Background: an optimization exercise with open tools, aiming at small area, a short achievable clock period and few clock cycles. Do not read the settings as production practice. The RTL was checked by simulation tests, not by an equivalence proof against the original design. No activity file was given, so power comes from the tool's default toggle rates.

==> design.v <==
module mcl2_core (
    input  wire        clk,
    input  wire        rst,
    input  wire        cmd_valid,
    input  wire [7:0]  cmd,
    output wire        cmd_ready,
    output reg         done,
    input  wire [1:0]  ev,
    output wire [1:0]  ind,
    output wire        test_out,
    output wire        in_rd,
    output wire [4:0]  in_addr,
    input  wire [15:0] in_rdata,
    output reg         out_we,
    output reg  [4:0]  out_addr,
    output reg  [15:0] out_wdata
);
    localparam N         = 16;
    localparam N_TAPS    = 16;
    localparam DELAY     = 5;
    localparam DR_LEN    = DELAY + N;
    localparam [15:0] MU        = 16'h1000;
    localparam [15:0] PHASE_INC = 16'd1365;
    localparam [15:0] QUARTER   = 16'h4000;
    localparam [15:0] Q_COEF    = 16'h0000;
    localparam [7:0]  BITS      = 8'h59;      
    localparam [7:0] CMD_INIT = 8'h01, CMD_PROCESS = 8'h02, CMD_TICK = 8'h03;
    localparam [3:0] ST_IDLE  = 4'd0,
                     ST_PASS  = 4'd1,
                     ST_LOAD  = 4'd2,
                     ST_PRED  = 4'd3,
                     ST_ERR   = 4'd4,
                     ST_SCALE = 4'd5,
                     ST_UPD   = 4'd6,
                     ST_PUSH  = 4'd7,
                     ST_WR2   = 4'd8,
                     ST_TONE  = 4'd9,
                     ST_TONE2 = 4'd10,
                     ST_MOD   = 4'd11,
                     ST_MOD2  = 4'd12;
    localparam [16*64-1:0] SINE_TAB = {
        16'hF374, 16'hE707, 16'hDAD8, 16'hCF05, 16'hC3AA, 16'hB8E4, 16'hAECD, 16'hA57E,
        16'h9D0F, 16'h9593, 16'h8F1E, 16'h89BF, 16'h8584, 16'h8277, 16'h809F, 16'h8001,
        16'h809F, 16'h8277, 16'h8584, 16'h89BF, 16'h8F1E, 16'h9593, 16'h9D0F, 16'hA57E,
        16'hAECD, 16'hB8E4, 16'hC3AA, 16'hCF05, 16'hDAD8, 16'hE707, 16'hF374, 16'h0000,
        16'h0C8C, 16'h18F9, 16'h2528, 16'h30FB, 16'h3C56, 16'h471C, 16'h5133, 16'h5A82,
        16'h62F1, 16'h6A6D, 16'h70E2, 16'h7641, 16'h7A7C, 16'h7D89, 16'h7F61, 16'h7FFF,
        16'h7F61, 16'h7D89, 16'h7A7C, 16'h7641, 16'h70E2, 16'h6A6D, 16'h62F1, 16'h5A82,
        16'h5133, 16'h471C, 16'h3C56, 16'h30FB, 16'h2528, 16'h18F9, 16'h0C8C, 16'h0000
    };
    localparam [16*16-1:0] SHAPE_A_TAB = {
        16'h8001, 16'h8277, 16'h89BF, 16'h9593, 16'hA57E, 16'hB8E4, 16'hCF05, 16'hE707,
        16'h0000, 16'h18F9, 16'h30FB, 16'h471C, 16'h5A82, 16'h6A6D, 16'h7641, 16'h7D89
    };
    localparam [16*16-1:0] SHAPE_B_TAB = {
        16'h7FFF, 16'h7D89, 16'h7641, 16'h6A6D, 16'h5A82, 16'h471C, 16'h30FB, 16'h18F9,
        16'h0000, 16'hE707, 16'hCF05, 16'hB8E4, 16'hA57E, 16'h9593, 16'h89BF, 16'h8277
    };
    function [31:0] add32(input [31:0] a, input [31:0] b);
        reg [32:0] s;
        begin
            s = {a[31], a} + {b[31], b};
            if (s[32] != s[31])
                add32 = s[32] ? 32'h80000000 : 32'h7FFFFFFF;
            else
                add32 = s[31:0];
        end
    endfunction
    function [15:0] narrow16(input [31:0] acc);
        reg [32:0] t;
        begin
            t = {acc[31], acc} + 33'h0_0000_8000;
            if (t[32] != t[31])
                narrow16 = t[32] ? 16'h8000 : 16'h7FFF;
            else
                narrow16 = t[31:16];
        end
    endfunction
    function [15:0] sub16(input [15:0] a, input [15:0] b);
        reg [16:0] d;
        begin
            d = {a[15], a} - {b[15], b};
            if (d[16] != d[15])
                sub16 = d[16] ? 16'h8000 : 16'h7FFF;
            else
                sub16 = d[15:0];
        end
    endfunction
    function [31:0] qmul32(input [15:0] a, input [15:0] b);
        reg signed [31:0] p;
        begin
            p = $signed(a) * $signed(b);
            qmul32 = (p == 32'sh40000000) ? 32'h7FFFFFFF : {p[30:0], 1'b0};
        end
    endfunction
    reg [3:0]  state;
    reg [1:0]  mode;
    reg [1:0]  ind_r;
    reg        inc_pend, dec_pend;
    reg        sign, test_out_r;
    reg [15:0] icoef;
    reg [2:0]  bitcur;
    reg [15:0] phase;
    reg [16*N_TAPS-1:0] h_q;       
    reg [16*N_TAPS-1:0] dl_q;      
    reg [3:0]           wc;
    reg [16*DR_LEN-1:0] dr_q;      
    reg [5:0]  rd_cnt;             
    reg        rv;                 
    reg [4:0]  ra;                 
    reg [3:0]  si;                 
    reg [3:0]  k;                  
    reg [31:0] acc;
    reg [15:0] err;
    reg [15:0] emu;
    reg [15:0] samp;
    reg        tr, sel;
    assign cmd_ready = (state == ST_IDLE);
    assign ind       = ind_r;
    assign test_out  = test_out_r;
    assign in_rd   = ((state == ST_PASS) && (rd_cnt < 6'd32)) ||
                     ((state == ST_LOAD) && (rd_cnt < 6'd16));
    assign in_addr = (state == ST_LOAD) ? {rd_cnt[3:0], 1'b0} : rd_cnt[4:0];
    wire [3:0]  xl_idx = wc - 4'd1 - k;
    wire [15:0] xl_k   = dl_q[16*xl_idx +: 16];
    wire [15:0] h_k    = h_q[16*k +: 16];
    wire [15:0] x_i    = dr_q[16*si +: 16];
    wire [15:0] d_i    = dr_q[16*(DELAY + si) +: 16];
    wire [15:0] phase_n = phase + PHASE_INC;
    wire [15:0] sin_n   = SINE_TAB[16*phase_n[15:10] +: 16];
    wire [15:0] cos_ph  = phase_n + QUARTER;
    wire [15:0] cos_n   = SINE_TAB[16*cos_ph[15:10] +: 16];
    wire [15:0] coef_n  = tr ? (sel ? SHAPE_B_TAB[16*si +: 16] : SHAPE_A_TAB[16*si +: 16]) : icoef;
    reg  [15:0] mul_a, mul_b;
    always @(*) begin
        case (state)
            ST_SCALE: begin mul_a = MU;     mul_b = err;   end
            ST_UPD:   begin mul_a = emu;    mul_b = xl_k;  end
            ST_MOD:   begin mul_a = coef_n; mul_b = cos_n; end
            default:  begin mul_a = h_k;    mul_b = xl_k;  end
        endcase
    end
    wire signed [31:0] mul_p = $signed(mul_a) * $signed(mul_b);
    wire [31:0] mul_q = (mul_p == 32'sh40000000) ? 32'h7FFFFFFF : {mul_p[30:0], 1'b0};
    wire [31:0] mod_acc = add32(mul_q, qmul32(Q_COEF, sin_n));
    wire [31:0] upd_sum = add32({h_k, 16'h0000}, mul_q);
    wire [1:0] mode_inc  = inc_pend ? mode + 2'd1 : mode;
    wire [1:0] mode_tick = dec_pend ? mode_inc - 2'd1 : mode_inc;
    integer a;
    always @(posedge clk) begin
        if (rst) begin
            state      <= ST_IDLE;
            done       <= 1'b0;
            out_we     <= 1'b0;
            out_addr   <= 5'd0;
            out_wdata  <= 16'd0;
            mode       <= 2'd0;
            ind_r      <= 2'd0;
            inc_pend   <= 1'b0;
            dec_pend   <= 1'b0;
            sign       <= 1'b0;
            test_out_r <= 1'b0;
            icoef      <= 16'h7FFF;
            bitcur     <= 3'd0;
            phase      <= 16'd0;
            h_q        <= {16*N_TAPS{1'b0}};
            dl_q       <= {16*N_TAPS{1'b0}};
            wc         <= 4'd0;
            dr_q       <= {16*DR_LEN{1'b0}};
            rd_cnt     <= 6'd0;
            rv         <= 1'b0;
            ra         <= 5'd0;
            si         <= 4'd0;
            k          <= 4'd0;
            acc        <= 32'd0;
            err        <= 16'd0;
            emu        <= 16'd0;
            samp       <= 16'd0;
            tr         <= 1'b0;
            sel        <= 1'b0;
        end else begin
            done   <= 1'b0;
            out_we <= 1'b0;
            if (ev[0]) inc_pend <= 1'b1;
            if (ev[1]) dec_pend <= 1'b1;
            case (state)
            ST_IDLE: begin
                if (cmd_valid) begin
                    case (cmd)
                    CMD_INIT: begin
                        h_q  <= {16*N_TAPS{1'b0}};
                        dl_q <= {16*N_TAPS{1'b0}};
                        wc   <= 4'd0;
                        done <= 1'b1;
                    end
                    CMD_TICK: begin
                        inc_pend <= ev[0];
                        dec_pend <= ev[1];
                        mode     <= mode_tick;
                        if (inc_pend || dec_pend)
                            ind_r <= mode_tick;
                        done     <= 1'b1;
                    end
                    CMD_PROCESS: begin
                        rd_cnt <= 6'd0;
                        rv     <= 1'b0;
                        si     <= 4'd0;
                        k      <= 4'd0;
                        acc    <= 32'd0;
                        case (mode)
                        2'd0: state <= ST_PASS;
                        2'd1: begin
                            for (a = 0; a < DELAY; a = a + 1)
                                dr_q[16*a +: 16] <= dr_q[16*(N + a) +: 16];
                            state <= ST_LOAD;
                        end
                        2'd2: state <= ST_TONE;
                        default: begin
                            test_out_r <= BITS[bitcur];
                            bitcur     <= bitcur + 3'd1;
                            tr         <= ~BITS[bitcur];
                            sel        <= sign;
                            if (!BITS[bitcur])
                                sign <= ~sign;
                            state <= ST_MOD;
                        end
                        endcase
                    end
                    default: done <= 1'b1;    
                    endcase
                end
            end
            ST_PASS: begin
                if (in_rd)
                    rd_cnt <= rd_cnt + 6'd1;
                rv <= in_rd;
                ra <= rd_cnt[4:0];
                if (rv) begin
                    out_we    <= 1'b1;
                    out_addr  <= ra;
                    out_wdata <= in_rdata;
                    if (ra == 5'd31) begin
                        done  <= 1'b1;
                        state <= ST_IDLE;
                    end
                end
            end
            ST_LOAD: begin
                if (in_rd)
                    rd_cnt <= rd_cnt + 6'd1;
                rv <= in_rd;
                ra <= rd_cnt[4:0];
                if (rv) begin
                    dr_q[16*(DELAY + ra[3:0]) +: 16] <= in_rdata;
                    if (ra[3:0] == 4'd15)
                        state <= ST_PRED;
                end
            end
            ST_PRED: begin
                acc <= add32(acc, mul_q);
                k   <= k + 4'd1;
                if (k == N_TAPS - 1)
                    state <= ST_ERR;
            end
            ST_ERR: begin
                err   <= sub16(d_i, narrow16(acc));
                state <= ST_SCALE;
            end
            ST_SCALE: begin
                emu   <= narrow16(mul_q);
                k     <= 4'd0;
                state <= ST_UPD;
            end
            ST_UPD: begin
                h_q[16*k +: 16] <= narrow16(upd_sum);
                k <= k + 4'd1;
                if (k == N_TAPS - 1)
                    state <= ST_PUSH;
            end
            ST_PUSH: begin
                dl_q[16*wc +: 16] <= x_i;
                wc        <= wc + 4'd1;
                out_we    <= 1'b1;
                out_addr  <= {si, 1'b0};
                out_wdata <= err;
                state     <= ST_WR2;
            end
            ST_WR2: begin
                out_we    <= 1'b1;
                out_addr  <= {si, 1'b1};
                out_wdata <= err;
                k   <= 4'd0;
                acc <= 32'd0;
                si  <= si + 4'd1;
                if (si == N - 1) begin
                    done  <= 1'b1;
                    state <= ST_IDLE;
                end else begin
                    state <= ST_PRED;
                end
            end
            ST_TONE: begin
                phase     <= phase_n;
                samp      <= sin_n;
                out_we    <= 1'b1;
                out_addr  <= {si, 1'b0};
                out_wdata <= sin_n;
                state     <= ST_TONE2;
            end
            ST_TONE2: begin
                out_we    <= 1'b1;
                out_addr  <= {si, 1'b1};
                out_wdata <= samp;
                si <= si + 4'd1;
                if (si == N - 1) begin
                    done  <= 1'b1;
                    state <= ST_IDLE;
                end else begin
                    state <= ST_TONE;
                end
            end
            ST_MOD: begin
                phase     <= phase_n;
                icoef     <= coef_n;
                samp      <= narrow16(mod_acc);
                out_we    <= 1'b1;
                out_addr  <= {si, 1'b0};
                out_wdata <= narrow16(mod_acc);
                state     <= ST_MOD2;
            end
            ST_MOD2: begin
                out_we    <= 1'b1;
                out_addr  <= {si, 1'b1};
                out_wdata <= samp;
                si <= si + 4'd1;
                if (si == N - 1) begin
                    done  <= 1'b1;
                    state <= ST_IDLE;
                end else begin
                    state <= ST_MOD;
                end
            end
            default: state <= ST_IDLE;
            endcase
        end
    end
endmodule
==> run.sh <==
#!/bin/bash
# synth_recipe.tcl (not shown) runs the flow's synth.tcl, then flattens the netlist and writes it again
# the make line also repeats each setting of config.mk as NAME=value (left out here)
make -C /OpenROAD-flow-scripts/flow DESIGN_CONFIG=/design/flow/config.mk WORK_HOME=/design/flow/orfs CLKGATE_MAP_FILE= SYNTH_SCRIPT=/design/flow/synth_recipe.tcl finish
==> config.mk <==
export PLATFORM = sky130hd
export DESIGN_NAME = mcl2_core
export DESIGN_NICKNAME = mcl2_core
export VERILOG_FILES = /design/flow/design.v
export SDC_FILE = /design/flow/constraint.sdc
export NUM_CORES = 4
export LEC_CHECK = 0
export CAP_MARGIN = 20
export CORE_MARGIN = 2
export CORE_UTILIZATION = 40
export PLACE_DENSITY = 0.6
export SLEW_MARGIN = 20
==> constraint.sdc <==
create_clock -name core_clock -period 18.0 [get_ports {clk}]
set_input_delay 3.6000 -clock core_clock [delete_from_list [all_inputs] [get_ports {clk}]]
set_output_delay 3.6000 -clock core_clock [all_outputs]
set_load 0.01 [all_outputs]
==> results.yml <==
global_route:
  grt_pass1_vias: 54080
  grt-ovfl-total: 0
  grt_pass1_wl_mm: 345.6
  antenna_found_initial: 9
  grt_max_degree: 214
  grtUsageTotal_pct: 27.27
place:
  dp_hpwl_mm: 159.1
  place_area_um2: 66640
  io_buffers: 61
  place.gp.congestion: 0.9642
clock_tree:
  tritoncts: "done"
  numCtsBuffers: 114
  cts_resized: 0
  cts_buffer_depth: 3
  clk_pin_slew_ps: 60
  clock_sinks: 1024
  cts_max_level: 3
  postCtsSetupRepairBufs: 0
  ctsHoldBuffers: 0
  ctsRootBufferMaster: "clkbuf_16"
  clock_latency_ps: 760
floorplanning:
  core_um2: 158700
  pin_count: 62
  rows: 146
  die_h_um: 404.3
  fp.dieW_um: 404.3
  die-area_um2: 163500
  initial_utilization_pct: 40.38
setup_path:
  worstPathRequired_ps: 18570
  critical_path_class: "reg2reg"
  slowest_stage: "a221oi_2"
  max_stage_delay_ps: 740
  end_kind: "register"
  cp_max_fo: 17
  crit_arrival_ps: 17330
  path_common_cell: "fa_1"
  start_kind: "register"
routing:
  viasPerCell: 6.232
  vias: 56980
  firstDrtPassIters: 6
  drc: 0
  wl_per_cell_um: 24.99
  ant_nets: 0
  finalWirelength_mm: 228.4
  drtIter0Drc: 7086
cells_and_area:
  design_area_um2: 70600
  drive_above_1_share_pct: 12.01
  nets: 7453
  area_growth_pct: 10.15
timing:
  max_clock_freq_mhz: 59.67
  post-route-period-util_pct: 93.11
  hold_violations: 0
  rsz0062_at_grt: "no"
  maxSlewHeadroom_pct: 14.83
  setup_viol: 0
  clock_skew_ps: 89.62
  slew_violations: 0
  fin_setup_tns_ps: 0
  finalCriticalPeriod_ps: 16760
  worst_pin_slew_ps: 1278
synth:
  postSynthRegisterBits: 1024
  mappedNetlistArea_um2: 64090
  syn_nets: 7719
  ys_types: 102
  ys_seq_area_share_pct: 31.98
  synthCells: 7236
  async_reset_ff_share_pct: 0
  synth_ff_type: "dfxtp_1"
  avgSynthCellArea_um2: 8.858
  yosysWarningCount: 1
  synth_edf_count: 0
min_path:
  hold_path_class: "reg2reg"
pwr:
  p_leak_nw: 24.78
  peakVddDrop_mv: 0.08456
  cellPowerDensity_nw_per_um2: 68.62
outcome:
  outcome: "finished clean"
job:
  drv_cap: 0
-- layout make-up --
class                   count  area (um2)
well taps                2072        2592
fillers                 15140       88150
flip-flops and latches   1024       20520
clock buffers             174        3431
clock inverters            39       493.0
diodes                      3       7.507
inverters                 326        1224
multi-input cells        5276       40430
repair buffers            228        1907
-- flip-flops by register name (all words and copies together) (netlist names), 32 cells and up --
| register | count |
|---|---|
| h_q | 256 |
| dl_q | 256 |
| dr_q | 336 |
| acc | 32 |
-- routing by layer --
metal	vias up	track usage [%]	share of wire, %
met5	-	0	0.032
met1	28360	38.73	43
met4	12	9.492	3.5
met3	418	4.351	8.7
li1	25470	-	-
met2	2712	41.96	45
-- Yosys cell counts, drive strengths merged (83+ instances only) --
cell	instances	area share (%)
nor2	1057	6.2
dfxtp	1024	32
nand2	675	4.0
clkbuf	531	3.1
a21oi	496	3.9
o21ai	355	2.8
a22oi	354	4.1
inv	325	1.9
mux4	310	11
fa	266	8.3
ha	188	3.7
a32oi	159	2.2
nand3	117	0.92
a22o	108	1.5
xnor2	92	1.3
nand4	88	0.86
nor3	88	0.69
a211oi	83	0.99
-- report_power, final --
| part | switching, mW | internal [mW] |
|---|---|---|
| Clock | 1.03 | 1.42 |
| Sequential | 0.00443 | 2.27 |
| Combinational | 0.0994 | 0.0278 |
| Total | 1.13 | 3.71 |
-- worst max-delay path, delay by kind of cell (launching register included) --
family / cells / cell delay, ps
XOR/XNOR: 2 / 980
buffers and inverters: 5 / 990
adder cells (fa/ha/maj): 11 / 4410
AO/OA/AOI/OAI: 19 / 5210
multiplexers: 2 / 870
AND/OR/NAND/NOR: 14 / 3690
flip-flops: 1 / 340
-- kinds of logic (layout without fill, tap and decap cells) --
group | count (synthesis) | in the layout | synth area share [%]
AND/OR/NAND/NOR | 2362 | 2362 | 16.07
AO/OA/AOI/OAI | 1930 | 1930 | 20.30
other | 0 | 3 | 0
multiplexers | 374 | 374 | 11.93
adder cells (fa/ha/maj) | 460 | 460 | 12.07
buffers and inverters | 936 | 767 | 5.595
XOR/XNOR | 150 | 150 | 2.050
flip-flops | 1024 | 1024 | 31.98
-- final timing paths --
path	slack, ps	depth (start not counted)	from	endpoint
worst min-delay path	440	2	h_q[141]	h_q[141]
worst max register to register	1240	53	phase[1]	h_q[72]
worst max-delay path	1240	53	phase[1]	h_q[72]
worst min register to register	440	2	h_q[141]	h_q[141]
-- through the flow --
stage | cells | util, % | setup WS (ps) | total power, mW | hold slack (ps)
after floorplan | 7236 | - | 2194 | 2.391 | 415.1
after global placement | 8926 | 41.97 | 1542 | 2.445 | 428.1
after detailed placement | 8926 | 41.98 | 1276 | 2.446 | 438.4
after CTS | 9139 | 44.45 | 1089 | 4.866 | 449.5
after global routing | 9141 | 44.47 | 202.0 | 4.966 | 464.1
final | 9142 | 44.47 | 1240 | 4.845 | 444.4
-- layout by cell type (no fill, tap or decap), types with 37 or more instances in the layout --
master / instances
xnor2_1: 90
nand2_1: 674
a22o_1: 108
nand2b_1: 75
clkdlybuf4s50_1: 60
and2_1: 49
ha_1: 187
clkbuf_16: 116
o21ai_0: 243
buf_4: 164
or2_2: 54
a22oi_1: 354
xor2_1: 55
a21o_1: 45
fa_1: 265
nand4_1: 88
o211ai_1: 46
o21ai_1: 109
nand3_1: 116
nor3_1: 77
inv_1: 324
mux4_2: 310
mux2i_1: 50
dfxtp_1: 1018
a21oi_1: 489
a211oi_1: 82
a32oi_1: 159
nor2_1: 1041
nor2b_1: 37
Testbench counts, summed over its fixed seeds: cycles 156,240.

[port drivers added, routing unchanged]
The flow's constraints put no driver on any port. The routed layout listed below was extracted and timed again, unchanged, in two steps. Step 1 (the two cells are an assumption about what drives the block):
set clk [get_ports {clk}]
set_driving_cell -lib_cell sky130_fd_sc_hd__clkbuf_16 $clk
set_driving_cell -lib_cell sky130_fd_sc_hd__buf_2 [delete_from_list [all_inputs] $clk]
Step 2 times the ports against the registers' clock, not the clock port: input delays grow and output delays shrink by t, the midpoint of the rising clock arrivals with the driver on. a / b / c = no drivers / after step 1 / after step 2; a / b = the first two.
t, ns: 0.808
slack for setup (ns): 1.240 / 1.240 / 1.240
hold WS [ns]: 0.444 / 0.444 / 0.444
After both steps this run still meets setup and hold. For this run, drivers alone change the setup slack by 0.000 ns; drivers and shift together by 0.000 ns.
